This is an optimization exercise on Yosys and OpenROAD, whose aim is small area, a short achievable clock period and few clock cycles, not a production implementation.
At most, simulation tests tie the RTL to the original design; equivalence was not proved.
Function not checked in runs 1, 4 and 5: the RTL went through the layout flow alone.
Power and IR drop assume default switching activity.

<file path="flow/flow/run.sh">
#!/bin/bash
# Standard ORFS layout, with plain buffers (not delay cells) on the ports.
set -euo pipefail
export BUFFER_PORTS_ARGS="-buffer_cell sky130_fd_sc_hd__buf_2"
bash standard.sh > standard.log 2>&1
</file>
<file path="flow/standard.sh">
#!/bin/bash
# synth_recipe.tcl (not shown) runs the flow's synth.tcl, then flattens the netlist and writes it again
# the make line also repeats each setting of config.mk as NAME=value (left out here)
make -C /OpenROAD-flow-scripts/flow DESIGN_CONFIG=/design/flow/config.mk WORK_HOME=/design/flow/orfs CLKGATE_MAP_FILE= SYNTH_SCRIPT=/design/flow/synth_recipe.tcl "${@:-finish}"
</file>
<file path="flow/config.mk">
export PLATFORM = sky130hd
export DESIGN_NAME = pjv_engine
export DESIGN_NICKNAME = pjv_engine
export VERILOG_FILES = /design/flow/design.v
export SDC_FILE = /design/flow/constraint.sdc
export NUM_CORES = 4
export LEC_CHECK = 0
export CAP_MARGIN = 20
export CORE_MARGIN = 2
export CORE_UTILIZATION = 40
export SETUP_SLACK_MARGIN = 4.5
export SLEW_MARGIN = 20
export SYNTH_HIERARCHICAL = 1
export SYNTH_MINIMUM_KEEP_SIZE = 0
export TNS_END_PERCENT = 0
</file>
<file path="flow/constraint.sdc">
create_clock -name core_clock -period 8.0 [get_ports {clk}]
set_input_delay 1.6000 -clock core_clock [delete_from_list [all_inputs] [get_ports {clk}]]
set_output_delay 1.6000 -clock core_clock [all_outputs]
set_load 0.01 [all_outputs]
</file>
<file path="flow/design.v">
`timescale 1ns/10ps
module pjv_madd (
    input  wire [15:0] pos,
    input  wire [15:0] jdm,
    input  wire [15:0] klen,
    input  wire [7:0]  jfreq,
    input  wire        run,
    input  wire        jd,
    input  wire        ji,
    input  wire        ph,
    input  wire        jmp,
    input  wire        cb,
    input  wire        jb,
    output wire [15:0] y,
    output wire        w
);
    wire [15:0] a   = (jd & ph) ? jdm : pos;
    wire [15:0] b   = (((jd & ph) | (run & jmp)) ? jdm : 16'd0) |
                      (((jd | ji) & ~ph) ? pos : 16'd0) |
                      ((ji & ph & jb) ? {8'd0, jfreq} : 16'd0);
    wire        cin = run | (jd & cb);
    wire [15:0] m   = ji ? 16'd255 : klen;
    wire [16:0] s = {1'b0, a} + {1'b0, b} + {16'd0, cin};
    wire [15:0] nm = ~m;
    wire [15:0] cs_x = a ^ b ^ nm;
    wire [15:0] cs_c = (a & b) | (a & nm) | (b & nm);
    wire [17:0] t = {2'b11, cs_x} + {1'b0, cs_c, 1'b1} + {17'd0, cin};
    assign w = ~t[17];
    assign y = w ? t[15:0] : s[15:0];
endmodule
module pjv_add8 (
    input  wire [7:0] a,
    input  wire [7:0] b,
    input  wire       cin,
    output wire [7:0] y
);
    assign y = a + b + {7'd0, cin};
endmodule
module pjv_rdmux (
    input  wire [3:0]  addr,
    input  wire        kvalid,
    input  wire        ok,
    input  wire [3:0]  errsub,
    input  wire [31:0] erract,
    input  wire [31:0] kbuf_len,
    input  wire [31:0] dlen,
    input  wire [15:0] klen,
    input  wire [16:0] klen8,
    input  wire [7:0]  jfreq,
    input  wire [23:0] jlen,
    output reg  [31:0] rdata
);
    localparam [3:0] R_STATUS = 4'd1, R_ERRCODE = 4'd2, R_ERRSUB = 4'd3,
                     R_ERREXP = 4'd4, R_ERRACT = 4'd5, R_KBUF_LEN = 4'd6,
                     R_DLEN = 4'd7, R_KLEN = 4'd8, R_JFREQ = 4'd9, R_JLEN = 4'd10;
    localparam [3:0] SUB_HEADER = 4'd1, SUB_LENGTH = 4'd3, SUB_TRUNCATED = 4'd4,
                     SUB_KEYLEN = 4'd5, SUB_BADCMD = 4'd7, SUB_DLEN = 4'd8;
    wire       err     = (errsub != 4'd0);
    wire [1:0] errcode = (errsub == SUB_BADCMD || errsub == SUB_DLEN) ? 2'd1 :
                         err ? 2'd2 : 2'd0;
    reg [16:0] errexp;
    always @(*) begin
        case (errsub)
            SUB_TRUNCATED: errexp = 17'd8;
            SUB_HEADER:    errexp = 17'hFF;
            SUB_LENGTH:    errexp = klen8;
            SUB_KEYLEN:    errexp = 17'd4;
            SUB_DLEN:      errexp = 17'd4096;
            default:       errexp = 17'd0;
        endcase
    end
    always @(*) begin
        case (addr)
            R_STATUS:   rdata = {29'd0, err, ok, kvalid};
            R_ERRCODE:  rdata = {30'd0, errcode};
            R_ERRSUB:   rdata = {28'd0, errsub};
            R_ERREXP:   rdata = {15'd0, errexp};
            R_ERRACT:   rdata = erract;
            R_KBUF_LEN: rdata = kbuf_len;
            R_DLEN:     rdata = dlen;
            R_KLEN:     rdata = kvalid ? {16'd0, klen} : 32'd0;
            R_JFREQ:    rdata = kvalid ? {24'd0, jfreq} : 32'd0;
            R_JLEN:     rdata = kvalid ? {8'd0, jlen} : 32'd0;
            default:    rdata = 32'd0;
        endcase
    end
endmodule
`timescale 1ns/10ps
module pjv_engine (
    input  wire        clk,
    input  wire        rst,
    input  wire        reg_we,
    input  wire [3:0]  reg_addr,
    input  wire [31:0] reg_wdata,
    output reg  [31:0] reg_rdata,
    input  wire        kbuf_wr,       
    output wire        busy,
    output wire        kmem_re,
    output wire [16:0] kmem_addr,
    input  wire [7:0]  kmem_rdata,
    output wire        dmem_re,
    output wire [11:0] dmem_raddr,
    input  wire [7:0]  dmem_rdata,
    output wire        dmem_we,
    output wire [11:0] dmem_waddr,
    output wire [7:0]  dmem_wdata
);
    localparam [3:0] R_CMD = 4'd0, R_STATUS = 4'd1, R_ERRCODE = 4'd2,
                     R_ERRSUB = 4'd3, R_ERREXP = 4'd4, R_ERRACT = 4'd5,
                     R_KBUF_LEN = 4'd6, R_DLEN = 4'd7, R_KLEN = 4'd8,
                     R_JFREQ = 4'd9, R_JLEN = 4'd10;
    localparam [3:0] SUB_HEADER = 4'd1, SUB_FINALIZER = 4'd2, SUB_LENGTH = 4'd3,
                     SUB_TRUNCATED = 4'd4, SUB_KEYLEN = 4'd5, SUB_NOKEY = 4'd6,
                     SUB_BADCMD = 4'd7, SUB_DLEN = 4'd8;
    reg st_idle;    
    reg st_kd;      
    reg st_jd;      
    reg st_ji;      
    reg st_js;      
    reg st_run;     
    reg        kvalid, ok;
    reg [3:0]  errsub;
    reg [31:0] erract, kbuf_len, dlen;
    reg [15:0] klen;
    reg [7:0]  jfreq;
    reg [23:0] jlen;
    reg [15:0] jdm;
    reg [5:0]  bc;          
    reg        dir;         
    reg [15:0] pos;         
    reg        pol;         
    reg        vk;          
    reg        ks;          
    reg        v1;          
    assign busy = ~st_idle;
    wire [11:0] wi   = erract[11:0];    
    wire [3:0]  pass = erract[15:12];   
    wire        wl   = erract[16];      
    wire        n1   = erract[17];      
    wire [7:0]  kreg = erract[25:18];   
    wire        ksw  = erract[26];      
    wire [3:0]  kc   = erract[29:26];   
    wire        cb   = erract[30];      
    wire        jb   = erract[31];      
    wire [8:0]  jint = dlen[21:13];     
    wire [8:0]  jint_f = {jint[7:0], 1'b0} + {7'd0, cb & jb, cb ^ jb};
    wire [8:0]  cnt  = dlen[30:22];     
    wire        jmp  = dlen[31];        
    wire [16:0] klen8 = {1'b0, klen} + 17'd8;
    wire [31:0] rdata;
    pjv_rdmux u_rdmux (
        .addr     (reg_addr),
        .kvalid   (kvalid),
        .ok       (ok),
        .errsub   (errsub),
        .erract   (erract),
        .kbuf_len (kbuf_len),
        .dlen     (dlen),
        .klen     (klen),
        .klen8    (klen8),
        .jfreq    (jfreq),
        .jlen     (jlen),
        .rdata    (rdata)
    );
    always @(*) reg_rdata = rdata;
    wire        ph = ~bc[0];
    wire [15:0] ma_y;
    wire        ma_w;
    pjv_madd u_madd (
        .pos    (pos),
        .jdm    (jdm),
        .klen   (klen),
        .jfreq  (jfreq),
        .run    (st_run),
        .jd     (st_jd),
        .ji     (st_ji),
        .ph     (ph),
        .jmp    (jmp),
        .cb     (cb),
        .jb     (jb),
        .y      (ma_y),
        .w      (ma_w)
    );
    wire [11:0] nm1    = dlen[11:0] - 12'd1;         
    wire [11:0] ri     = wl ? 12'd0 : wi + 12'd1;    
    wire        done   = wl && (pass == 4'd10);
    wire        issue  = st_run && !done && !(n1 && vk);
    wire        dexe   = vk && st_run && !done;
    pjv_add8 u_add8 (
        .a   (dmem_rdata),
        .b   (kreg),
        .cin (ksw),
        .y   (dmem_wdata)
    );
    assign dmem_we    = v1;
    assign dmem_waddr = wi;
    assign dmem_raddr = ri;
    assign dmem_re    = dexe;
    wire        kd_lo   = st_kd && !kc[3] && (kc[2:0] != 3'd7);
    assign kmem_addr = kd_lo ? {14'd0, kc[2:0]} : ({1'b0, pos} + 17'd7);
    assign kmem_re   = issue | (st_kd && !kc[3]);
    wire [7:0]  kb = kmem_rdata;      
    task automatic finish(input [3:0] sub, input [31:0] act_v);
        begin
            ok      <= (sub == 4'd0);
            errsub  <= sub;
            erract  <= act_v;
            st_idle <= 1'b1;
            st_kd   <= 1'b0;
            st_jd   <= 1'b0;
            st_ji   <= 1'b0;
            st_js   <= 1'b0;
            st_run  <= 1'b0;
        end
    endtask
    always @(posedge clk) begin
        if (rst) begin
            st_idle  <= 1'b1;
            st_kd    <= 1'b0;
            st_jd    <= 1'b0;
            st_ji    <= 1'b0;
            st_js    <= 1'b0;
            st_run   <= 1'b0;
            kvalid   <= 1'b0;
            ok       <= 1'b0;
            errsub   <= 4'd0;
            erract   <= 32'd0;
            kbuf_len <= 32'd0;
            dlen     <= 32'd0;
            vk       <= 1'b0;
            v1       <= 1'b0;
        end else begin
            vk <= issue;
            v1 <= dexe;
            if (st_idle) begin
                if (kbuf_wr)
                    kvalid <= 1'b0;
                if (reg_we) begin
                    case (reg_addr)
                        R_KBUF_LEN: begin
                            kbuf_len <= reg_wdata;
                            kvalid   <= 1'b0;
                        end
                        R_DLEN: dlen <= reg_wdata;
                        R_CMD: begin
                            if (reg_wdata == 32'd1) begin
                                kvalid <= 1'b0;
                                if (kbuf_len < 32'd8)
                                    finish(SUB_TRUNCATED, kbuf_len);
                                else begin
                                    erract[29:26]      <= 4'd0;
                                    st_idle <= 1'b0;
                                    st_kd   <= 1'b1;
                                end
                            end else if (reg_wdata == 32'd2 || reg_wdata == 32'd3) begin
                                dir <= reg_wdata[0];
                                if (!kvalid)
                                    finish(SUB_NOKEY, 32'd0);
                                else if (dlen > 32'd4096)
                                    finish(SUB_DLEN, dlen);
                                else begin
                                    pos     <= 16'd0;
                                    erract[31:30] <= 2'b00;
                                    bc      <= 6'd17;
                                    st_idle <= 1'b0;
                                    st_ji   <= 1'b1;
                                end
                            end else begin
                                finish(SUB_BADCMD, reg_wdata);
                            end
                        end
                        default: ;
                    endcase
                end
            end
            if (st_kd) begin
                erract[29:26] <= kc + 4'd1;
                case (kc)
                    4'd1: if (kb != 8'hFF) finish(SUB_HEADER, {24'd0, kb});
                    4'd2: klen[15:8] <= kb;
                    4'd3: klen[7:0]  <= kb;
                    4'd4: begin
                        jfreq <= kb;
                        pos   <= klen;
                        erract[31] <= (kbuf_len != {15'd0, klen8});   
                    end
                    4'd5: begin
                        jlen[23:16] <= kb;
                        if (jb)
                            finish(SUB_LENGTH, kbuf_len);
                        else if (klen < 16'd4)
                            finish(SUB_KEYLEN, {30'd0, kbuf_len[1:0]});   
                    end
                    4'd6: jlen[15:8]  <= kb;
                    4'd7: jlen[7:0]   <= kb;
                    4'd8: begin
                        if (kb != 8'h00)
                            finish(SUB_FINALIZER, {24'd0, kb});
                        else begin
                            pos   <= 16'd0;
                            jdm   <= 16'd0;
                            erract[30]    <= jlen[23];
                            bc    <= 6'd47;
                            st_kd <= 1'b0;
                            st_jd <= 1'b1;
                        end
                    end
                    default: ;
                endcase
            end
            if (st_jd) begin
                bc <= bc - 6'd1;
                if (!ph) begin
                    pos <= ma_y;
                    erract[30]  <= ma_w;
                end else begin
                    jdm <= ma_y;
                    erract[30]  <= (bc[5:1] == 5'd0) ? 1'b0 : jlen[bc[5:1] - 5'd1];
                    if (bc == 6'd0) begin
                        kvalid <= 1'b1;
                        finish(4'd0, 32'd0);
                    end
                end
            end
            if (st_ji) begin
                pos <= ma_y;
                if (!ph) begin
                    dlen[21:13] <= jint_f;
                    erract[30]  <= ma_w;
                    erract[31]  <= dlen[4 + bc[4:1]];
                end else begin
                    erract[31]  <= ma_w;
                end
                bc <= bc - 6'd1;
                if (bc[4:0] == 5'd0) begin
                    st_ji <= 1'b0;
                    st_js <= 1'b1;
                end
            end
            if (st_js) begin
                if (jint_f < 9'd2) begin
                    dlen[21:13] <= 9'd2;
                    dlen[30:22] <= 9'd2;
                end else begin
                    dlen[21:13] <= jint_f;
                    dlen[30:22] <= jint_f;
                end
                dlen[31]  <= 1'b0;
                pos  <= 16'd0;
                pol  <= 1'b0;
                erract[11:0]   <= nm1;
                erract[17]   <= (nm1 == 12'd0);
                erract[16]   <= 1'b1;
                erract[15:12] <= 4'd0;
                st_js <= 1'b0;
                if (dlen[12:0] == 13'd0) begin
                    dlen[31:13] <= 19'd0;
                    finish(4'd0, 32'd0);
                end
                else
                    st_run <= 1'b1;
            end
            if (dexe) begin
                erract[25:18] <= kmem_rdata ^ {8{ks}};
                erract[26]    <= ks;
                erract[11:0]   <= ri;
                erract[16]   <= (ri == nm1);
                if (wl)
                    erract[15:12] <= pass + 4'd1;
            end
            if (issue) begin
                ks   <= (dir != pol);
                pos  <= ma_y;
                if (jmp) begin
                    dlen[30:22] <= jint;
                    pol <= ~pol;
                end else begin
                    dlen[30:22] <= cnt - 9'd1;
                end
                dlen[31] <= !jmp && (cnt == 9'd2);
            end
            if (st_run && done) begin
                dlen[31:13] <= 19'd0;
                finish(4'd0, 32'd0);
            end
        end
    end
endmodule
</file>
==> results.py, run 1 <==
metrics = {
    "layout": {
        "fillerInstances": 4211,
        "synthToLayoutAreaGrowth_pct": 13.4,
        "nets": 2275,
        "post_route_non_filler_standard_cell_count": 2693,
        "drive_above_1_share_pct": 15.0,
    },
    "timing": {
        "final.setup.tns_ps": 0,
        "min_period_over_period_pct": 59.9,
        "max_freq_mhz": 209,
        "clock-skew-final_ps": 20.9,
        "final-setup-viol-count": 0,
        "final-max-slew-violation-count": 0,
        "worstMarginPinSlew_ps": 1210,
        "slew_headroom_pct": 18.3,
        "count_of_endpoints_failing_hold_in_the_final_timing_report": 0,
        "period_minus_slack_ps": 4790,
        "grt_setup_unrepaired": "yes",
    },
    "critical_path": {
        "end_kind": "primary output",
        "worst-path-max-fanout": 15,
        "rrSetupSlack_ps": 3400,
        "r2r.worst_path.cells": 18,
        "crit_arrival_ps": 3190,
        "crit_path_start_kind": "input port",
        "required_ps": 6400,
        "reg_to_reg_critical_path_startpoint": "bc[0]",
        "path_class": "in2out",
        "worst_r2r_endpoint": "pos[1]",
    },
    "clock_network": {
        "cts_tree": "yes",
        "worstSkewPairLatency_ps": 500,
        "htree_levels": 4,
        "cts_root_buffer": "clkbuf_16",
        "clock_slew_at_the_register_clock_pins_of_the_worst_setup_and_hold_paths_ps": 100,
        "postCtsHoldBufs": 0,
        "cts_buffer_depth": 2,
        "cts_made_buffers": 17,
        "clock_sinks": 199,
    },
    "global_route": {
        "first_global_vias": 16900,
        "grt_antenna_before_repair": 2,
        "grt_overflow": 0,
        "grt_max_degree": 44,
        "grt_first_pass_wirelength_mm": 110,
        "grtUsageTotal_pct": 33.8,
    },
    "run_status": {
        "run_status": "no timing/DRC/antenna violations",
    },
    "route": {
        "route.detailed.vias_per_inst": 6.68,
        "route.detailed.wl_per_inst_um": 27.9,
        "drtAntennaViolNets": 0,
        "route.final.wire_length_mm": 75.2,
        "vias": 18000,
        "detail_route.iter0.violations": 2495,
        "drc_errors": 0,
        "first_pass_iters": 13,
    },
    "floorplan": {
        "initial_utilization_pct": 40.3,
        "die_h_um": 209,
        "die_width_um": 209,
        "floorplan.rows": 75,
        "top_level_ports": 141,
        "floorplan.die_area_um2": 43600,
        "core_area_um2": 41700,
    },
    "power_and_ir_drop": {
        "cellPowerDensity_nw_per_um2": 135,
        "power.internal_mw": 1.74,
        "seqPwrFrac_pct": 44.1,
        "p_clk_share_pct": 36.7,
        "switching_share_pct": 32.2,
        "comb_power_share_pct": 19.2,
        "power_leakage_nw": 7.57,
        "irDropWorstVdd_mv": 0.146,
        "switching_power_mw": 0.826,
    },
    "logic_synthesis": {
        "synth_fp_nets": 2190,
        "post_synth.cell_area_avg_um2": 8.16,
        "synth_top_cells_by_count": "nand2_1, a21oi_1, nor2_1, dfxtp_1, o21ai_0",
        "synth-main-ff-cell": "dfxtp_1",
        "synth_area_um2": 16800,
        "synth_edf_count": 89,
        "synth_top_area_cell": "edfxtp_1",
        "synth_largest_type_area_fraction_pct": 15.9,
        "yosysMostFrequentCell": "nand2_1",
        "netlist_instances": 2055,
        "yosysWarnings": 8,
        "netlist_top_cells_area": "edfxtp_1, dfxtp_1, nand2_1",
        "asyncSetResetFlopFracSynth_pct": 0,
        "ys_ff_latch": 199,
        "synth.yosys.seq_area_share_pct": 29.1,
        "synthDistinctLibCells": 103,
    },
    "place": {
        "placement.io_buffers": 140,
        "place.detailed.instances": 2629,
        "hpwl_mm": 54.2,
        "finalWeightedCongestion": 1.01,
    },
    "flow_run": {
        "drv_cap": 0,
    },
    "min_path": {
        "hold-path-endpoint": "kbuf_len[28]",
        "hold_path.class": "reg2reg",
        "worstHoldPathCells": 2,
        "hold_path_startpoint": "kbuf_len[28]",
    },
}
==> modules after synthesis, one instance, submodules excluded <==
module      cells  cell area [um^2]
pjv_rdmux     185              1230
pjv_engine   1481             12700
pjv_add8       43               345
pjv_madd      346              2540
==> power by group through the flow <==
stage	registers [mW]	logic, mW	clock network (mW)
final	1.13	0.493	0.942
after global routing	1.13	0.525	0.976
after CTS	1.13	0.475	0.940
after detailed placement	1.15	0.449	0
after global placement	1.15	0.444	0
after floorplan	1.13	0.304	0
==> how the worst max path moves through the flow <==
stage,slack (ps),start,cells after the start,end
3_3_place_gp,2070,bc[0],18,pos[1]
5_1_grt,3220,dmem_rdata[0],8,dmem_wdata[6]
4_1_cts,3250,reg_addr[2],7,reg_rdata[7]
2_1_floorplan,3560,dmem_rdata[0],6,dmem_wdata[6]
6_report,3210,reg_addr[3],7,reg_rdata[16]
3_5_place_dp,1920,bc[0],16,pos[1]
==> kinds of logic after synthesis <==
logic type | Yosys count | synth area share (%)
mux | 51 | 3.93
compound gates | 607 | 25.0
flops | 199 | 29.1
xor+xnor | 119 | 6.30
buf+inv | 222 | 5.64
simple gates | 778 | 23.2
fa+ha+maj | 79 | 6.83
==> through the flow <==
stage | setup WS, ps | cell area [um^2] | utilization, % | hold slack, ps | power (mW)
after floorplan | 3560 | 16800 | - | 448 | 1.43
after global placement | 2070 | 17800 | 42.7 | 483 | 1.60
after detailed placement | 1920 | 17800 | 42.7 | 492 | 1.60
after CTS | 3250 | 18900 | 45.4 | 505 | 2.54
after global routing | 3220 | 19000 | 45.6 | 537 | 2.64
final | 3210 | 19000 | 45.6 | 512 | 2.57
==> cells in the final DEF (no fill, tap or decap), types with 19 or more instances in the layout <==
master	Yosys	routed
nand2_1	283	281
a21oi_1	167	167
buf_2	19	136
nor2_1	139	135
dfxtp_1	110	106
o21ai_0	104	102
inv_1	92	90
edfxtp_1	89	89
nand3_1	66	64
xor2_1	63	63
ha_1	58	58
xnor2_1	55	55
nor3_1	45	42
buf_4	15	42
a22o_1	36	36
nor4_1	35	35
a22oi_1	30	30
nor2b_1	31	29
a222oi_1	28	28
a221o_1	25	25
mux2i_1	25	25
nand4_1	24	24
and3_1	24	22
nand2b_1	22	22
a21o_1	22	22
and2_1	21	19
fa_1	21	19
==> metal layers <==
layer | GRT usage (%) | vias up | share of wire, %
met5 | 0 | - | 0
met2 | 50.6 | 1252 | 43
met1 | 44.8 | 8642 | 40
met3 | 8.45 | 269 | 12
li1 | - | 7815 | -
met4 | 17.9 | 0 | 5.6
==> critical path, stage by stage <==
cell and delay [ps]:
buf_6 180, nor2b_4 60, and3_4 210, buf_12 160, a222oi_1 590, nand3_1 190
buf_2 200
==> sequential cells by signal (all words and copies together), names as in the netlist, 4 cells and up <==
register / count
jfreq: 8
kbuf_len: 32
erract: 32
jdm: 16
dlen: 32
bc: 6
klen: 16
pos: 16
errsub: 4
jlen: 24
==> area by class of cell <==
cell class | instances | area [um^2] | share of cell area, %
antenna | 1 | 2.50 | 0.0132
clock buffer | 18 | 450 | 2.37
clock inverter | 14 | 153 | 0.803
inverter | 94 | 353 | 1.86
multi-input combinational | 1634 | 11100 | 58.6
sequential | 199 | 4880 | 25.7
tap | 539 | 674 | 3.55
timing repair buffer | 194 | 1360 | 7.15
==> repair_timing <==
item,CTS,global route
hold endpoints to repair,0,0
endpoints found under the setup margin,154,153
cloned,5,0
gates resized for setup,50,9
pin swaps,7,4
buffers inserted,19,7
==> inputs of run 2 (changes only) <==
--- a/flow/design.v
+++ b/flow/design.v
@@ -125,7 +125,6 @@
     reg [7:0]  jfreq;
     reg [23:0] jlen;
     reg [15:0] jdm;
-    reg [5:0]  bc;          
     reg        dir;         
     reg [15:0] pos;         
     reg        pol;         
@@ -139,6 +138,7 @@
     wire        n1   = erract[17];      
     wire [7:0]  kreg = erract[25:18];   
     wire        ksw  = erract[26];      
+    wire [5:0]  bc   = erract[23:18];   
     wire [3:0]  kc   = erract[29:26];   
     wire        cb   = erract[30];      
     wire        jb   = erract[31];      
@@ -188,7 +188,7 @@
     wire        dexe   = vk && st_run && !done;
     pjv_add8 u_add8 (
         .a   (dmem_rdata),
-        .b   (kreg),
+        .b   (kreg ^ {8{ksw}}),
         .cin (ksw),
         .y   (dmem_wdata)
     );
@@ -205,6 +205,7 @@
             ok      <= (sub == 4'd0);
             errsub  <= sub;
             erract  <= act_v;
+            pos     <= 16'd0;      
             st_idle <= 1'b1;
             st_kd   <= 1'b0;
             st_jd   <= 1'b0;
@@ -225,6 +226,7 @@
             ok       <= 1'b0;
             errsub   <= 4'd0;
             erract   <= 32'd0;
+            pos      <= 16'd0;
             kbuf_len <= 32'd0;
             dlen     <= 32'd0;
             vk       <= 1'b0;
@@ -259,9 +261,8 @@
                                 else if (dlen > 32'd4096)
                                     finish(SUB_DLEN, dlen);
                                 else begin
-                                    pos     <= 16'd0;
                                     erract[31:30] <= 2'b00;
-                                    bc      <= 6'd17;
+                                    erract[23:18]      <= 6'd17;
                                     st_idle <= 1'b0;
                                     st_ji   <= 1'b1;
                                 end
@@ -300,7 +301,7 @@
                             pos   <= 16'd0;
                             jdm   <= 16'd0;
                             erract[30]    <= jlen[23];
-                            bc    <= 6'd47;
+                            erract[23:18]    <= 6'd47;
                             st_kd <= 1'b0;
                             st_jd <= 1'b1;
                         end
@@ -309,7 +310,7 @@
                 endcase
             end
             if (st_jd) begin
-                bc <= bc - 6'd1;
+                erract[23:18] <= bc - 6'd1;
                 if (!ph) begin
                     pos <= ma_y;
                     erract[30]  <= ma_w;
@@ -331,7 +332,7 @@
                 end else begin
                     erract[31]  <= ma_w;
                 end
-                bc <= bc - 6'd1;
+                erract[23:18] <= bc - 6'd1;
                 if (bc[4:0] == 5'd0) begin
                     st_ji <= 1'b0;
                     st_js <= 1'b1;
@@ -361,7 +362,7 @@
                     st_run <= 1'b1;
             end
             if (dexe) begin
-                erract[25:18] <= kmem_rdata ^ {8{ks}};
+                erract[25:18] <= kmem_rdata;
                 erract[26]    <= ks;
                 erract[11:0]   <= ri;
                 erract[16]   <= (ri == nm1);
--- a/flow/config.mk
+++ b/flow/config.mk
@@ -8,7 +8,7 @@
 export CAP_MARGIN = 20
 export CORE_MARGIN = 2
 export CORE_UTILIZATION = 40
-export SETUP_SLACK_MARGIN = 4.5
+export SETUP_SLACK_MARGIN = 4.0
 export SLEW_MARGIN = 20
 export SYNTH_HIERARCHICAL = 1
 export SYNTH_MINIMUM_KEEP_SIZE = 0
==> run 2 against run 1 <==
- total power down 9.2%
- sequential power decreased by 6%
- area after synthesis decreased by 0.93%
- maximum frequency is 0.39% higher
- wire length up 0.42%
- register-to-register slack gained 60 ps
- critical path type unchanged
- critical endpoint unchanged
- largest cell class unchanged
==> results.py, run 2 <==
metrics = {
    "run_status": {
        "run_status": "no timing/DRC/antenna violations",
    },
    "critical_path": {
        "rrSetupSlack_ps": 3460,
        "cp.buffers_inverters": 4,
        "slowest_stage_cell_cp": "a222oi_1",
        "ordered_list_of_cells_on_the_worst_path": "buf_16, nor2b_4, and2_4, buf_12, buf_4, a222oi_1, nand3_1, buf_2",
        "reg_to_reg_critical_path_startpoint": "st_jd",
        "crit_path_start_kind": "input port",
        "worst-path-max-fanout": 7,
        "end_kind": "primary output",
        "worst_r2r_endpoint": "jdm[1]",
        "r2r.worst_path.cells": 17,
        "timing.critical_path.slowest_cell_delay_ps": 480,
        "path_class": "in2out",
        "crit_arrival_ps": 3170,
        "required_ps": 6400,
        "crit_family": "buffers and inverters",
    },
    "logic_synthesis": {
        "post_synth.cell_area_avg_um2": 7.89,
        "yosysMostFrequentCell": "nand2_1",
        "netlist_instances": 2107,
        "synth_top_family_by_area": "compound AO/OA/AOI/OAI gates",
        "synth_area_um2": 16600,
        "synth-adder-area-share_pct": 6.90,
        "synth-main-ff-cell": "dfxtp_1",
        "yosys.area_share.xor_xnor_pct": 6.78,
        "synth_edf_count": 67,
        "asyncSetResetFlopFracSynth_pct": 0,
        "synth-compound-area-share_pct": 25.3,
        "synthDistinctLibCells": 108,
        "synth_simple_gate_area_share_pct": 24.0,
        "synth_mux_area_share_pct": 3.85,
        "ys_ff_latch": 193,
        "synth_top_cells_by_count": "nand2_1, a21oi_1, nor2_1, dfxtp_1, o21ai_0",
        "netlist_top_cells_area": "dfxtp_1, edfxtp_1, nand2_1",
        "yosysWarnings": 8,
        "synth_largest_type_area_fraction_pct": 15.2,
        "synth_fp_nets": 2242,
        "synth.yosys.seq_area_share_pct": 27.3,
        "synth_top_area_cell": "dfxtp_1",
    },
    "clock_network": {
        "htree_levels": 4,
        "cts_made_buffers": 17,
        "clock_slew_at_the_register_clock_pins_of_the_worst_setup_and_hold_paths_ps": 80,
        "cts_root_buffer": "clkbuf_16",
        "worstSkewPairLatency_ps": 480,
        "cts_buffer_depth": 2,
        "clock_sinks": 193,
        "cts_tree": "yes",
        "postCtsHoldBufs": 0,
    },
    "power_and_ir_drop": {
        "power_leakage_nw": 7.54,
        "cellPowerDensity_nw_per_um2": 124,
        "report.power.total_mw": 2.33,
        "irDropWorstVdd_mv": 0.133,
    },
    "layout": {
        "regs_by_ff_count": "dlen: 32 flops, erract: 32 flops, kbuf_len: 32 flops",
        "drive_above_1_share_pct": 14.9,
        "fillerInstances": 4123,
        "antenna-diode-count": 0,
        "nets": 2317,
        "most_frequent_standard_cell_in_the_layout_excluding_fill_and_tap_cells": "nand2_1",
        "synthToLayoutAreaGrowth_pct": 12.8,
        "most_used_cells_in_the_layout_excluding_fill_and_tap_cells": "nand2_1, a21oi_1, nor2_1, buf_2, dfxtp_1",
    },
    "min_path": {
        "worstHoldPathCells": 2,
        "hold-path-endpoint": "erract[26]",
        "hold_path.class": "reg2reg",
        "hold_path_startpoint": "ks",
    },
    "route": {
        "vias": 18100,
        "drtAntennaViolNets": 0,
        "route.detailed.wl_per_inst_um": 27.7,
        "drc_errors": 0,
        "route.final.wire_length_mm": 75.6,
        "route.detailed.vias_per_inst": 6.63,
        "first_pass_iters": 12,
        "detail_route.iter0.violations": 2604,
    },
    "floorplan": {
        "die_h_um": 208,
        "initial_utilization_pct": 40.6,
        "core_area_um2": 40900,
        "floorplan.die_area_um2": 43200,
        "floorplan.rows": 74,
        "top_level_ports": 141,
        "die_width_um": 208,
    },
    "timing": {
        "final.setup.tns_ps": 0,
        "max_freq_mhz": 209,
        "clock-skew-final_ps": 16.5,
        "count_of_endpoints_failing_hold_in_the_final_timing_report": 0,
        "period_minus_slack_ps": 4770,
        "slew_headroom_pct": 23.9,
        "grt_setup_unrepaired": "yes",
        "worstMarginPinSlew_ps": 1130,
        "final-setup-viol-count": 0,
        "min_period_over_period_pct": 59.7,
        "final-max-slew-violation-count": 0,
    },
    "global_route": {
        "grt_max_degree": 40,
        "grt_first_pass_wirelength_mm": 111,
        "grt_overflow": 0,
        "first_global_vias": 17000,
        "grt_antenna_before_repair": 0,
        "grtUsageTotal_pct": 33.8,
    },
    "place": {
        "placement.io_buffers": 140,
        "finalWeightedCongestion": 1.00,
        "hpwl_mm": 54.9,
    },
    "flow_run": {
        "drv_cap": 0,
    },
}
-- run 2: cell types whose count changed in the layout (fill, tap and decap cells not counted), moves of 18 or more --
| cell | previous run | this run |
|---|---|---|
| edfxtp_1 | 89 | 67 |
| dfxtp_1 | 106 | 124 |
| nand2_1 | 281 | 311 |
| nor2_1 | 135 | 160 |
| a221o_1 | 25 | 4 |
-- run 2: area by class of cell --
type	count	area, um^2	share of cell area, %
Inverter	82	308	1.64
Tap cell	532	666	3.55
Clock buffer	18	450	2.40
Timing Repair Buffer	199	1360	7.28
Sequential cell	193	4540	24.2
Multi-Input combinational cell	1689	11300	60.1
Clock inverter	14	149	0.794
-- run 2: Yosys stat by module, one instance, submodules excluded --
module      flip-flops and latches  times used  cell area (um^2)  cells
pjv_add8                         0           1               345     43
pjv_engine                     193           1             12500   1533
pjv_madd                         0           1              2540    346
pjv_rdmux                        0           1              1230    185
-- run 2: cell families (layout without fill, tap and decap cells) --
family | count (synthesis) | in the layout
simple gates | 817 | 817
xor+xnor | 127 | 127
buf+inv | 225 | 313
mux | 48 | 48
compound gates | 618 | 618
fa+ha+maj | 79 | 79
flops | 193 | 193
-- run 2: through the flow --
stage               hold WS [ps]  setup WS (ps)  instance area, um^2  util [%]  instances
finish                       491           3230                18700      45.8       2727
global route                 522           3200                18700      45.8       2727
CTS                          492           3270                18600      45.3       2714
detailed placement           473           2400                17600      43.1       2671
global placement             462           2440                17600      43.1       2670
floorplan                    446           3560                16600         -       2107
-- run 2: timing repair --
item                                    CTS  global route
setup buffers                             8            11
pin swaps                                13             3
cloned                                    3             2
endpoints found under the setup margin  115           134
gates resized for setup                  44             9
-- run 2: tightest hold or removal path: cells and delay by family (launching register included) --
family             cells  cell delay (ps)
DFF                    1              330
AOI/OAI and AO/OA      1               50
and+or+nand+nor        1               70
-- run 2: how the worst max path moves through the flow --
stage | to | cells past startpoint | from
4_1_cts | dmem_wdata[6] | 8 | dmem_rdata[0]
5_1_grt | reg_rdata[4] | 7 | reg_addr[2]
3_5_place_dp | jdm[1] | 16 | erract[18]
6_report | reg_rdata[16] | 8 | reg_addr[0]
2_1_floorplan | dmem_wdata[6] | 6 | dmem_rdata[0]
3_3_place_gp | jdm[1] | 16 | erract[18]
-- run 2: routing by layer --
metal  vias up  part of all wire [%]  wire length (um)  global-route usage [%]
li1       7926                     -                 -                       -
met1      8689                    39             29700                    45.0
met2      1213                    45             33700                    53.4
met3       254                    11              8210                    6.11
met4         0                   5.2              3950                    15.5
met5         -                     0                 0                       0
-- run 2: report_power, final --
| part | internal (mW) | switching, mW |
|---|---|---|
| registers | 1.03 | 0.0320 |
| logic | 0.128 | 0.227 |
| clock network | 0.458 | 0.459 |
| total | 1.61 | 0.718 |
Testbench counts of run 2, summed over its fixed seeds: cycles 301,710.
==> inputs of run 3 (changes only) <==
==> flow/flow/run.sh (replaced) <==
#!/bin/bash
# Standard ORFS layout, with plain buffers (not delay cells) on the ports and
# no dummy balancing loads in the clock tree.
set -euo pipefail
export BUFFER_PORTS_ARGS="-buffer_cell sky130_fd_sc_hd__buf_2"
export CTS_ARGS="-sink_clustering_enable -repair_clock_nets -dont_use_dummy_load"
bash standard.sh > standard.log 2>&1
--- a/flow/config.mk
+++ b/flow/config.mk
@@ -7,7 +7,7 @@
 export LEC_CHECK = 0
 export CAP_MARGIN = 20
 export CORE_MARGIN = 2
-export CORE_UTILIZATION = 40
+export CORE_UTILIZATION = 50
 export SETUP_SLACK_MARGIN = 4.0
 export SLEW_MARGIN = 20
 export SYNTH_HIERARCHICAL = 1
==> run 3 against run 2 <==
- clock-buffer cell count shrank 1
- largest power group unchanged
- highest routed layer unchanged
- still clean
- global-route usage increased by 9.0 points
- critical path type unchanged
- die area is 20% lower
- largest cell class unchanged
==> results.py, run 3 <==
metrics = {
    "logic_synthesis": {
        "netlist_top_cells_area": "dfxtp_1, edfxtp_1, nand2_1",
        "synth_largest_type_area_fraction_pct": 15.2,
        "yosys.area_share.xor_xnor_pct": 6.78,
        "synth-compound-area-share_pct": 25.3,
        "synth_area_um2": 16600,
        "synth_simple_gate_area_share_pct": 24.0,
        "yosysMostFrequentCell": "nand2_1",
        "post_synth.cell_area_avg_um2": 7.89,
        "synth_top_family_by_area": "compound AO/OA/AOI/OAI gates",
        "synth_edf_count": 67,
        "synth_top_cells_by_count": "nand2_1, a21oi_1, nor2_1, dfxtp_1, o21ai_0",
        "synthDistinctLibCells": 108,
        "netlist_instances": 2107,
        "synth_fp_nets": 2242,
        "yosysWarnings": 8,
        "synth-adder-area-share_pct": 6.90,
        "synth_mux_area_share_pct": 3.85,
        "synth-main-ff-cell": "dfxtp_1",
        "asyncSetResetFlopFracSynth_pct": 0,
        "ys_ff_latch": 193,
        "synth.yosys.seq_area_share_pct": 27.3,
        "synth_top_area_cell": "dfxtp_1",
    },
    "min_path": {
        "hold_path.class": "reg2reg",
    },
    "critical_path": {
        "ordered_list_of_cells_on_the_worst_path": "buf_16, nor2b_4, and2_4, buf_12, buf_4, a2111oi_2, o211ai_1, buf_2",
        "cp.buffers_inverters": 4,
        "crit_arrival_ps": 3150,
        "timing.critical_path.slowest_cell_delay_ps": 480,
        "required_ps": 6400,
        "crit_family": "compound AO/OA/AOI/OAI gates",
        "end_kind": "primary output",
        "path_class": "in2out",
        "slowest_stage_cell_cp": "a2111oi_2",
        "crit_path_start_kind": "input port",
        "worst-path-max-fanout": 12,
    },
    "route": {
        "route.detailed.wl_per_inst_um": 28.6,
        "vias": 18200,
        "route.final.wire_length_mm": 74.9,
        "drtAntennaViolNets": 0,
        "first_pass_iters": 10,
        "drc_errors": 0,
        "route.detailed.vias_per_inst": 6.94,
        "detail_route.iter0.violations": 2922,
    },
    "timing": {
        "slew_headroom_pct": 23.8,
        "final.setup.tns_ps": 0,
        "final-max-slew-violation-count": 0,
        "max_freq_mhz": 210,
        "worstMarginPinSlew_ps": 1140,
        "final-setup-viol-count": 0,
        "period_minus_slack_ps": 4750,
        "clock-skew-final_ps": 17.8,
        "grt_setup_unrepaired": "yes",
        "count_of_endpoints_failing_hold_in_the_final_timing_report": 0,
        "min_period_over_period_pct": 59.4,
    },
    "power_and_ir_drop": {
        "switching_share_pct": 29.9,
        "p_clk_share_pct": 34.9,
        "cellPowerDensity_nw_per_um2": 118,
        "power.internal_mw": 1.52,
        "switching_power_mw": 0.647,
        "comb_power_share_pct": 16.2,
        "irDropWorstVdd_mv": 0.156,
        "seqPwrFrac_pct": 49.0,
        "power_leakage_nw": 7.40,
        "report.power.total_mw": 2.17,
    },
    "clock_network": {
        "cts_buffer_depth": 2,
        "htree_levels": 4,
        "clock_sinks": 193,
        "cts_tree": "yes",
        "clock_slew_at_the_register_clock_pins_of_the_worst_setup_and_hold_paths_ps": 60,
        "cts_made_buffers": 17,
        "worstSkewPairLatency_ps": 460,
        "postCtsHoldBufs": 0,
        "cts_root_buffer": "clkbuf_16",
    },
    "global_route": {
        "first_global_vias": 16500,
        "grtUsageTotal_pct": 42.8,
        "grt_max_degree": 36,
        "grt_antenna_before_repair": 1,
        "grt_first_pass_wirelength_mm": 109,
        "grt_overflow": 0,
    },
    "layout": {
        "most_used_cells_in_the_layout_excluding_fill_and_tap_cells": "nand2_1, a21oi_1, nor2_1, buf_2, dfxtp_1",
        "nets": 2312,
        "drive_above_1_share_pct": 14.1,
        "regs_by_ff_count": "dlen: 32 flops, erract: 32 flops, kbuf_len: 32 flops",
        "post-route-cell-area_um2": 18300,
        "synthToLayoutAreaGrowth_pct": 10.2,
        "most_frequent_standard_cell_in_the_layout_excluding_fill_and_tap_cells": "nand2_1",
    },
    "floorplan": {
        "die_h_um": 186,
        "top_level_ports": 141,
        "floorplan.rows": 66,
        "die_width_um": 186,
        "floorplan.die_area_um2": 34700,
        "core_area_um2": 32600,
        "initial_utilization_pct": 50.9,
    },
    "flow_run": {
        "drv_cap": 0,
    },
    "place": {
        "finalWeightedCongestion": 1.03,
        "placement.io_buffers": 140,
        "hpwl_mm": 54.5,
        "place_area_um2": 17600,
    },
    "run_status": {
        "run_status": "no timing/DRC/antenna violations",
    },
}
==> run 3: cell counts after synthesis <==
Identical to the previous run, type by type.
==> run 3: what timing repair did <==
item / 4_1_cts / 5_1_grt
resized for setup: 31 / 12
pin swaps: 7 / 3
setup buffers: 6 / 2
cloned: 1 / 2
setup endpoints to repair: 123 / 136
==> run 3: final cells by class <==
| type | count | area (um^2) |
|---|---|---|
| fillers | 3139 | 14300 |
| inverters | 82 | 308 |
| clock buffers | 17 | 425 |
| multi-input cells | 1689 | 11200 |
| repair buffers | 194 | 1240 |
| well taps | 442 | 553 |
| flip-flops and latches | 193 | 4540 |
| diodes | 1 | 2.50 |
==> run 3: logic make-up (layout without fill, tap and decap cells) <==
family,count (synthesis),in the layout
AND/OR/NAND/NOR,817,817
AO/OA/AOI/OAI,618,618
other,0,1
buffers and inverters,225,293
flip-flops,193,193
multiplexers,48,48
XOR/XNOR,127,127
adder cells (fa/ha/maj),79,79
==> run 3: worst min-delay path, delay by kind of cell, from the launching register on <==
family | cells | cell delay (ps)
AO/OA/AOI/OAI | 1 | 60
flip-flops | 1 | 320
AND/OR/NAND/NOR | 1 | 70
==> run 3: worst paths after layout <==
check | from | endpoint | slack, ps | cells past startpoint
hold / removal | ks | erract[26] | 490 | 2
setup / recovery | reg_addr[0] | reg_rdata[1] | 3250 | 8
hold reg to reg | ks | erract[26] | 490 | 2
setup reg to reg | erract[18] | jdm[1] | 3440 | 16
==> run 3: power groups by stage <==
stage                     Combinational [mW]  Clock (mW)  Sequential [mW]
final                                  0.351       0.756             1.06
after global routing                   0.367       0.788             1.06
after CTS                              0.333       0.753             1.06
after detailed placement               0.326           0             1.08
after global placement                 0.323           0             1.08
after floorplan                        0.218           0             1.06
==> run 3: metal layers <==
metal / global-route usage, % / wire length [um] / vias up
met2: 65.4 / 32500 / 1296
met1: 56.7 / 29000 / 8688
li1: - / - / 7904
met5: 0 / 0 / -
met3: 10.2 / 9030 / 271
met4: 21.3 / 4390 / 0
==> run 3: per-module statistics from Yosys (local to each module, per instance) <==
module      area (um^2)  flip-flops and latches  times used
pjv_rdmux          1230                       0           1
pjv_engine        12500                     193           1
pjv_add8            345                       0           1
pjv_madd           2540                       0           1
==> run 3: stage by stage <==
stage	worst slack, ps	instances	hold WS (ps)	util [%]
5_1_grt	3200	2617	520	56.1
4_1_cts	3280	2612	488	55.7
2_1_floorplan	3560	2107	446	-
3_5_place_dp	2640	2588	472	53.9
6_report	3250	2618	489	56.1
3_3_place_gp	2720	2588	466	53.9
==> inputs of run 4 (changes only) <==
--- a/flow/design.v
+++ b/flow/design.v
@@ -200,6 +200,13 @@
     assign kmem_addr = kd_lo ? {14'd0, kc[2:0]} : ({1'b0, pos} + 17'd7);
     assign kmem_re   = issue | (st_kd && !kc[3]);
     wire [7:0]  kb = kmem_rdata;      
+    task automatic finish_cmd(input [3:0] sub, input [31:0] act_v);
+        begin
+            ok      <= (sub == 4'd0);
+            errsub  <= sub;
+            erract  <= act_v;
+        end
+    endtask
     task automatic finish(input [3:0] sub, input [31:0] act_v);
         begin
             ok      <= (sub == 4'd0);
@@ -248,7 +255,7 @@
                             if (reg_wdata == 32'd1) begin
                                 kvalid <= 1'b0;
                                 if (kbuf_len < 32'd8)
-                                    finish(SUB_TRUNCATED, kbuf_len);
+                                    finish_cmd(SUB_TRUNCATED, kbuf_len);
                                 else begin
                                     erract[29:26]      <= 4'd0;
                                     st_idle <= 1'b0;
@@ -257,9 +264,9 @@
                             end else if (reg_wdata == 32'd2 || reg_wdata == 32'd3) begin
                                 dir <= reg_wdata[0];
                                 if (!kvalid)
-                                    finish(SUB_NOKEY, 32'd0);
+                                    finish_cmd(SUB_NOKEY, 32'd0);
                                 else if (dlen > 32'd4096)
-                                    finish(SUB_DLEN, dlen);
+                                    finish_cmd(SUB_DLEN, dlen);
                                 else begin
                                     erract[31:30] <= 2'b00;
                                     erract[23:18]      <= 6'd17;
@@ -267,7 +274,7 @@
                                     st_ji   <= 1'b1;
                                 end
                             end else begin
-                                finish(SUB_BADCMD, reg_wdata);
+                                finish_cmd(SUB_BADCMD, reg_wdata);
                             end
                         end
                         default: ;
==> run 4 against run 3 <==
- still clean
- wire length is 0.98% lower
- clock-buffer cell count did not move
- first-iteration DRC count shrank 13%
- maximum frequency decreased by 2.7%
- cell area grew 0.25%
- sequential cell count did not move
==> results.py, run 4 <==
metrics = {
    "critical_path": {
        "path_class": "in2out",
        "crit_path_start_kind": "input port",
        "worst-path-max-fanout": 29,
        "crit_family": "compound AO/OA/AOI/OAI gates",
        "cp.buffers_inverters": 3,
        "ordered_list_of_cells_on_the_worst_path": "buf_12, nor4bb_4, buf_4, a32o_1, a221oi_1, o21ai_0, buf_2",
        "end_kind": "primary output",
        "required_ps": 6400,
        "timing.critical_path.slowest_cell_delay_ps": 410,
        "slowest_stage_cell_cp": "a221oi_1",
        "crit_arrival_ps": 3290,
    },
    "route": {
        "drtAntennaViolNets": 0,
        "route.detailed.wl_per_inst_um": 28.6,
        "route.final.wire_length_mm": 74.2,
        "vias": 18000,
        "routed-wl-met3_mm": 8.54,
        "detail_route.iter0.violations": 2556,
        "first_pass_iters": 9,
        "met1_wl_mm": 27.8,
        "drc_errors": 0,
        "top_layer": "met5",
        "route.detailed.vias_per_inst": 6.95,
        "dr_wl_met2_mm": 32.5,
    },
    "timing": {
        "max_freq_mhz": 205,
        "final-max-slew-violation-count": 0,
        "slew_headroom_pct": 20.8,
        "min_period_over_period_pct": 61.1,
        "period_minus_slack_ps": 4890,
        "worstMarginPinSlew_ps": 1190,
        "grt_setup_unrepaired": "yes",
        "final-setup-viol-count": 0,
        "count_of_endpoints_failing_hold_in_the_final_timing_report": 0,
        "final.setup.tns_ps": 0,
        "fin_hold_ws_ps": 518,
        "clock-skew-final_ps": 40.0,
        "worst_slack_ps": 3110,
    },
    "logic_synthesis": {
        "synth_largest_type_area_fraction_pct": 15.2,
        "netlist_top_cells_area": "dfxtp_1, edfxtp_1, nand2_1",
        "synth_edf_count": 67,
        "synth.yosys.seq_area_share_pct": 27.4,
        "ys_ff_latch": 193,
        "synth-main-ff-cell": "dfxtp_1",
        "synth_top_cells_by_count": "nand2_1, nor2_1, a21oi_1, dfxtp_1, o21ai_0",
        "post_synth.cell_area_avg_um2": 7.94,
        "asyncSetResetFlopFracSynth_pct": 0,
        "synth_area_um2": 16500,
        "synthDistinctLibCells": 95,
        "netlist_instances": 2083,
        "synth_fp_nets": 2218,
        "synth_top_area_cell": "dfxtp_1",
        "yosysMostFrequentCell": "nand2_1",
        "yosysWarnings": 8,
    },
    "global_route": {
        "grt_max_degree": 60,
        "grtUsageTotal_pct": 42.7,
        "grt_antenna_before_repair": 4,
        "grt_overflow": 0,
        "grt_first_pass_wirelength_mm": 108,
        "first_global_vias": 17100,
    },
    "layout": {
        "synthToLayoutAreaGrowth_pct": 11.0,
        "most_frequent_standard_cell_in_the_layout_excluding_fill_and_tap_cells": "nand2_1",
        "drive_above_1_share_pct": 14.0,
        "area_of_the_multi_input_gates_um2": 11200,
        "fillerInstances": 3173,
        "seq_area_um2": 4540,
        "most_used_cells_in_the_layout_excluding_fill_and_tap_cells": "nand2_1, nor2_1, a21oi_1, buf_2, dfxtp_1",
        "regs_by_ff_count": "dlen: 32 flops, erract: 32 flops, kbuf_len: 32 flops",
        "post_route_non_filler_standard_cell_count": 2590,
        "nets": 2280,
    },
    "clock_network": {
        "cts_made_buffers": 17,
        "worstSkewPairLatency_ps": 480,
        "clock_slew_at_the_register_clock_pins_of_the_worst_setup_and_hold_paths_ps": 70,
        "postCtsHoldBufs": 0,
        "htree_levels": 4,
        "cts_buffer_depth": 2,
        "clock_sinks": 193,
        "cts_root_buffer": "clkbuf_16",
        "cts_tree": "yes",
    },
    "power_and_ir_drop": {
        "power_leakage_nw": 7.35,
        "cellPowerDensity_nw_per_um2": 116,
        "irDropWorstVdd_mv": 0.158,
    },
    "floorplan": {
        "die_width_um": 186,
        "top_level_ports": 141,
        "core_area_um2": 32500,
        "die_h_um": 186,
        "initial_utilization_pct": 50.8,
        "floorplan.die_area_um2": 34600,
        "floorplan.rows": 66,
    },
    "min_path": {
        "hold_path.class": "reg2reg",
    },
    "place": {
        "pre_cts_slack_ps": 2210,
        "placement.io_buffers": 140,
        "place.detailed.instances": 2551,
        "finalWeightedCongestion": 0.991,
        "hpwl_mm": 53.4,
    },
    "run_status": {
        "run_status": "no timing/DRC/antenna violations",
    },
    "flow_run": {
        "drv_cap": 0,
    },
}
[run 4: area by class of cell]
type	count	area share [%]
diodes	5	0.0682
clock buffers	17	2.32
inverters	91	1.90
multi-input cells	1654	61.2
flip-flops and latches	193	24.7
well taps	442	3.01
repair buffers	188	6.73
[run 4: power breakdown]
part | switching (mW) | total, mW | internal, mW
clock network | 0.381 | 0.752 | 0.371
registers | 0.0345 | 1.06 | 1.03
logic | 0.197 | 0.309 | 0.112
total | 0.612 | 2.12 | 1.51
[run 4: worst min-delay path, cell delays in order, from the launching register on]
cell and delay [ps]:
edfxtp_1 340, a32oi_1 60, nor2_1 80
[run 4: final timing paths]
check                            startpoint      endpoint  slack (ps)  cells past startpoint
worst min-delay path                     ks    erract[26]         520                      2
worst max-delay path            reg_addr[1]  reg_rdata[3]        3110                      7
worst max register to register     dlen[31]        jdm[1]        3420                     16
worst min register to register           ks    erract[26]         520                      2
[run 4: metal layers]
metal  vias up  track usage, %
li1       7842               -
met1      8568            53.5
met2      1287            65.9
met3       303            10.1
met4         4            27.1
met5         -               0
[run 4: Yosys stat by module (local to each module, per instance)]
module / cells / times used / flops+latches
pjv_madd: 346 / 1 / 0
pjv_rdmux: 185 / 1 / 0
pjv_add8: 43 / 1 / 0
pjv_engine: 1509 / 1 / 193
[run 4: cell families (layout without fill, tap and decap cells)]
logic type | count (synthesis) | in the layout | synth area share (%)
muxes | 82 | 82 | 5.95
xor gates and xnor gates | 118 | 118 | 6.25
DFF | 193 | 193 | 27.4
other | 0 | 5 | 0
and+or+nand+nor | 773 | 773 | 23.0
adders and majority gates | 79 | 79 | 6.93
buffers and inverters | 236 | 296 | 5.88
AOI/OAI and AO/OA | 602 | 602 | 24.6
[run 4: metrics by stage]
stage / util, % / cell area (um^2) / total power, mW
after floorplan: - / 16600 / 1.24
after global placement: 53.7 / 17500 / 1.36
after detailed placement: 53.8 / 17500 / 1.36
after CTS: 56.2 / 18300 / 2.11
after global routing: 56.4 / 18300 / 2.17
final: 56.4 / 18400 / 2.12
[run 4: repair_timing]
item | in CTS | in global routing
resized for setup | 49 | 9
buffers inserted | 11 | 3
setup endpoints to repair | 120 | 122
cloned | 3 | 0
pin swaps | 7 | 2
==> inputs of run 5 (changes only) <==
--- a/flow/design.v
+++ b/flow/design.v
@@ -48,11 +48,8 @@
     input  wire [16:0] klen8,
     input  wire [7:0]  jfreq,
     input  wire [23:0] jlen,
-    output reg  [31:0] rdata
+    output wire [31:0] rdata
 );
-    localparam [3:0] R_STATUS = 4'd1, R_ERRCODE = 4'd2, R_ERRSUB = 4'd3,
-                     R_ERREXP = 4'd4, R_ERRACT = 4'd5, R_KBUF_LEN = 4'd6,
-                     R_DLEN = 4'd7, R_KLEN = 4'd8, R_JFREQ = 4'd9, R_JLEN = 4'd10;
     localparam [3:0] SUB_HEADER = 4'd1, SUB_LENGTH = 4'd3, SUB_TRUNCATED = 4'd4,
                      SUB_KEYLEN = 4'd5, SUB_BADCMD = 4'd7, SUB_DLEN = 4'd8;
     wire       err     = (errsub != 4'd0);
@@ -69,21 +66,16 @@
             default:       errexp = 17'd0;
         endcase
     end
+    reg [31:0] g0, g1, g2;
     always @(*) begin
-        case (addr)
-            R_STATUS:   rdata = {29'd0, err, ok, kvalid};
-            R_ERRCODE:  rdata = {30'd0, errcode};
-            R_ERRSUB:   rdata = {28'd0, errsub};
-            R_ERREXP:   rdata = {15'd0, errexp};
-            R_ERRACT:   rdata = erract;
-            R_KBUF_LEN: rdata = kbuf_len;
-            R_DLEN:     rdata = dlen;
-            R_KLEN:     rdata = kvalid ? {16'd0, klen} : 32'd0;
-            R_JFREQ:    rdata = kvalid ? {24'd0, jfreq} : 32'd0;
-            R_JLEN:     rdata = kvalid ? {8'd0, jlen} : 32'd0;
-            default:    rdata = 32'd0;
+        case (addr[1:0])
+            2'd0: begin g0 = 32'd0;                  g1 = {15'd0, errexp}; g2 = {16'd0, klen};  end
+            2'd1: begin g0 = {29'd0, err, ok, kvalid}; g1 = erract;        g2 = {24'd0, jfreq}; end
+            2'd2: begin g0 = {30'd0, errcode};       g1 = kbuf_len;        g2 = {8'd0, jlen};   end
+            default: begin g0 = {28'd0, errsub};     g1 = dlen;            g2 = 32'd0;          end
         endcase
     end
+    assign rdata = addr[3] ? ((addr[2] | ~kvalid) ? 32'd0 : g2) : (addr[2] ? g1 : g0);
 endmodule
 `timescale 1ns/10ps
 module pjv_engine (
==> run 5 against run 4 <==
- wire length down 2.1%
- sequential cell count unchanged
- worst hold slack worse by 9.0 ps
==> results.py, run 5 <==
metrics = {
    "logic_synthesis": {
        "asyncSetResetFlopFracSynth_pct": 0,
        "yosysMostFrequentCell": "nor2_1",
        "synthDistinctLibCells": 92,
        "synth-main-ff-cell": "dfxtp_1",
        "synth_top_cells_by_count": "nor2_1, nand2_1, a21oi_1, dfxtp_1, o21ai_0",
        "netlist_instances": 2133,
        "synth_edf_count": 67,
        "synth_top_area_cell": "dfxtp_1",
        "synth_area_um2": 16900,
        "netlist_top_cells_area": "dfxtp_1, edfxtp_1, nor2_1",
        "yosysWarnings": 8,
        "synth.yosys.seq_area_share_pct": 26.9,
        "synth_fp_nets": 2268,
        "post_synth.cell_area_avg_um2": 7.91,
        "synth_largest_type_area_fraction_pct": 15.0,
        "ys_ff_latch": 193,
    },
    "timing": {
        "worst_slack_ps": 3290,
        "min_period_over_period_pct": 58.9,
        "final-setup-viol-count": 0,
        "clock-skew-final_ps": 22.1,
        "max_freq_mhz": 212,
        "count_of_endpoints_failing_hold_in_the_final_timing_report": 0,
        "worstMarginPinSlew_ps": 1190,
        "slew_headroom_pct": 20.5,
        "final.setup.tns_ps": 0,
        "period_minus_slack_ps": 4710,
        "final-max-slew-violation-count": 0,
        "grt_setup_unrepaired": "yes",
    },
    "place": {
        "finalWeightedCongestion": 0.987,
        "pre_cts_slack_ps": 2600,
        "hpwl_mm": 53.4,
        "placement.io_buffers": 140,
    },
    "layout": {
        "most_used_cells_in_the_layout_excluding_fill_and_tap_cells": "nor2_1, nand2_1, a21oi_1, buf_2, dfxtp_1",
        "drive_above_1_share_pct": 14.2,
        "regs_by_ff_count": "dlen: 32 flops, erract: 32 flops, kbuf_len: 32 flops",
        "most_frequent_standard_cell_in_the_layout_excluding_fill_and_tap_cells": "nor2_1",
        "nets": 2328,
        "synthToLayoutAreaGrowth_pct": 10.4,
    },
    "floorplan": {
        "core_area_um2": 33400,
        "initial_utilization_pct": 50.6,
        "top_level_ports": 141,
        "floorplan.die_area_um2": 35200,
        "die_width_um": 188,
        "floorplan.rows": 67,
        "die_h_um": 188,
    },
    "critical_path": {
        "critical_path.most_common_cell": "buf_16",
        "path_class": "in2out",
        "ordered_list_of_cells_on_the_worst_path": "buf_16, buf_16, or3_4, nor3_4, buf_4, a21oi_1, o2bb2ai_1, buf_2",
        "worst-path-max-fanout": 12,
        "end_kind": "primary output",
        "required_ps": 6400,
        "crit_arrival_ps": 3110,
        "crit_path_start_kind": "input port",
        "timing.critical_path.slowest_cell_delay_ps": 350,
        "slowest_stage_cell_cp": "or3_4",
    },
    "power_and_ir_drop": {
        "power_leakage_nw": 7.40,
        "irDropWorstVdd_mv": 0.172,
        "cellPowerDensity_nw_per_um2": 115,
    },
    "route": {
        "detail_route.iter0.violations": 2033,
        "route.detailed.wl_per_inst_um": 27.5,
        "route.final.wire_length_mm": 72.6,
        "drtAntennaViolNets": 0,
        "vias": 18100,
        "drc_errors": 0,
        "first_pass_iters": 7,
        "route.detailed.vias_per_inst": 6.83,
    },
    "clock_network": {
        "cts_made_buffers": 17,
        "cts_tree": "yes",
        "htree_levels": 4,
        "clock_sinks": 193,
        "cts_root_buffer": "clkbuf_16",
        "cts_buffer_depth": 2,
        "postCtsHoldBufs": 0,
        "worstSkewPairLatency_ps": 460,
        "clock_slew_at_the_register_clock_pins_of_the_worst_setup_and_hold_paths_ps": 80,
    },
    "flow_run": {
        "drv_cap": 0,
    },
    "global_route": {
        "grt_antenna_before_repair": 3,
        "first_global_vias": 17200,
        "grt_max_degree": 60,
        "grtUsageTotal_pct": 40.4,
        "grt_first_pass_wirelength_mm": 108,
        "grt_overflow": 0,
    },
    "min_path": {
        "hold_path.class": "reg2reg",
    },
    "run_status": {
        "run_status": "no timing/DRC/antenna violations",
    },
}
run 5: layout make-up:
type	instances	area (um^2)
antenna	2	5.00
clock buffer	17	425
fill	3301	14800
inverter	83	312
multi-input combinational	1708	11500
sequential	193	4540
tap	448	561
timing repair buffer	190	1240
run 5: metrics by stage:
stage	hold slack (ps)	area (um^2)	utilization [%]	std cells	power [mW]
after CTS	509	18600	55.6	2639	2.14
after global placement	479	17800	53.4	2609	1.39
final	509	18600	55.8	2641	2.15
after global routing	529	18600	55.8	2639	2.20
after detailed placement	487	17800	53.4	2610	1.40
after floorplan	447	16900	-	2133	1.27
run 5: cell families (layout without fill, tap and decap cells):
logic type	count (synthesis)	in the layout	share of synthesized area, %
simple gates	775	775	22.4
compound gates	626	626	24.4
buf+inv	232	290	5.81
flops	193	193	26.9
xor+xnor	118	118	6.13
mux	110	110	7.62
fa+ha+maj	79	79	6.79
other cells	0	2	0
run 5: worst paths after layout:
check,to,from,cells past startpoint,slack [ps]
setup reg to reg,jdm[1],erract[18],18,3460
setup / recovery,reg_rdata[16],reg_addr[1],8,3290
hold reg to reg,erract[26],ks,2,510
hold / removal,erract[26],ks,2,510
run 5: worst max-delay path: cells and delay by family:
kind	cells	cell delay [ps]
buffers and inverters	4	620
AOI/OAI and AO/OA	2	290
and+or+nand+nor	2	590
run 5: Yosys stat by module (local to each module, per instance):
module      copies in the design  cell area (um^2)  flip-flops and latches  cells inside
pjv_rdmux                      1              1560                       0           235
pjv_add8                       1               345                       0            43
pjv_engine                     1             12400                     193          1509
pjv_madd                       1              2540                       0           346
run 5: repair_timing:
item | in CTS | in global routing
hold endpoints to repair | 0 | 0
pin swaps | 8 | 0
buffers inserted | 9 | 0
gates cloned | 3 | 0
resized for setup | 29 | 11
endpoints found under the setup margin | 120 | 111
run 5: report_power, final:
group | internal, mW | switching (mW)
logic | 0.127 | 0.217
clock network | 0.371 | 0.376
registers | 1.03 | 0.0320
run 5: routing by layer:
| metal | global-route usage [%] | routed length (um) |
|---|---|---|
| met1 | 50.3 | 27600 |
| met2 | 64.5 | 32600 |
| met3 | 9.10 | 7580 |
| met4 | 23.3 | 4810 |
| met5 | 0 | 14 |

[afterwards: timing with drivers on the ports]
How much do the figures lean on ideal ports? The routed layouts below were timed once more, with nothing changed but the port constraints.
Step 1, drivers: a clkbuf_16 drives clk and a buf_2 each remaining input, both assumed.
Step 2 also shifts input and output timing later by t, the mid clock arrival at the registers, as if the neighbouring blocks saw the same clock.
a / b / c = no drivers / after step 1 / after step 2; a / b = the first two.
| run | t (ns) | slack for setup (ns) | worst hold slack (ns) | latest minus earliest clock arrival (ns) | worst data-port slew with drivers (ns) |
|---|---|---|---|---|---|
| run 1 | 0.543 | 3.207 / 3.111 / 2.849 | 0.512 / 0.512 / 0.512 | 0.022 / 0.022 | 0.18 |
| run 2 | 0.531 | 3.226 / 3.088 / 2.759 | 0.491 / 0.491 / 0.491 | 0.016 / 0.016 | 0.22 |
| run 3 | 0.512 | 3.246 / 3.099 / 2.906 | 0.489 / 0.489 / 0.489 | 0.019 / 0.019 | 0.24 |
| run 4 | 0.514 | 3.113 / 3.018 / 2.969 | 0.518 / 0.518 / 0.518 | 0.040 / 0.040 | 0.21 |
| run 5 | 0.510 | 3.289 / 3.148 / 3.083 | 0.509 / 0.509 / 0.509 | 0.023 / 0.023 | 0.22 |
After both steps every run listed still meets setup and hold. The setup slack of run 2, which loses most, moves by -0.138 ns with the drivers and by -0.467 ns with both steps.
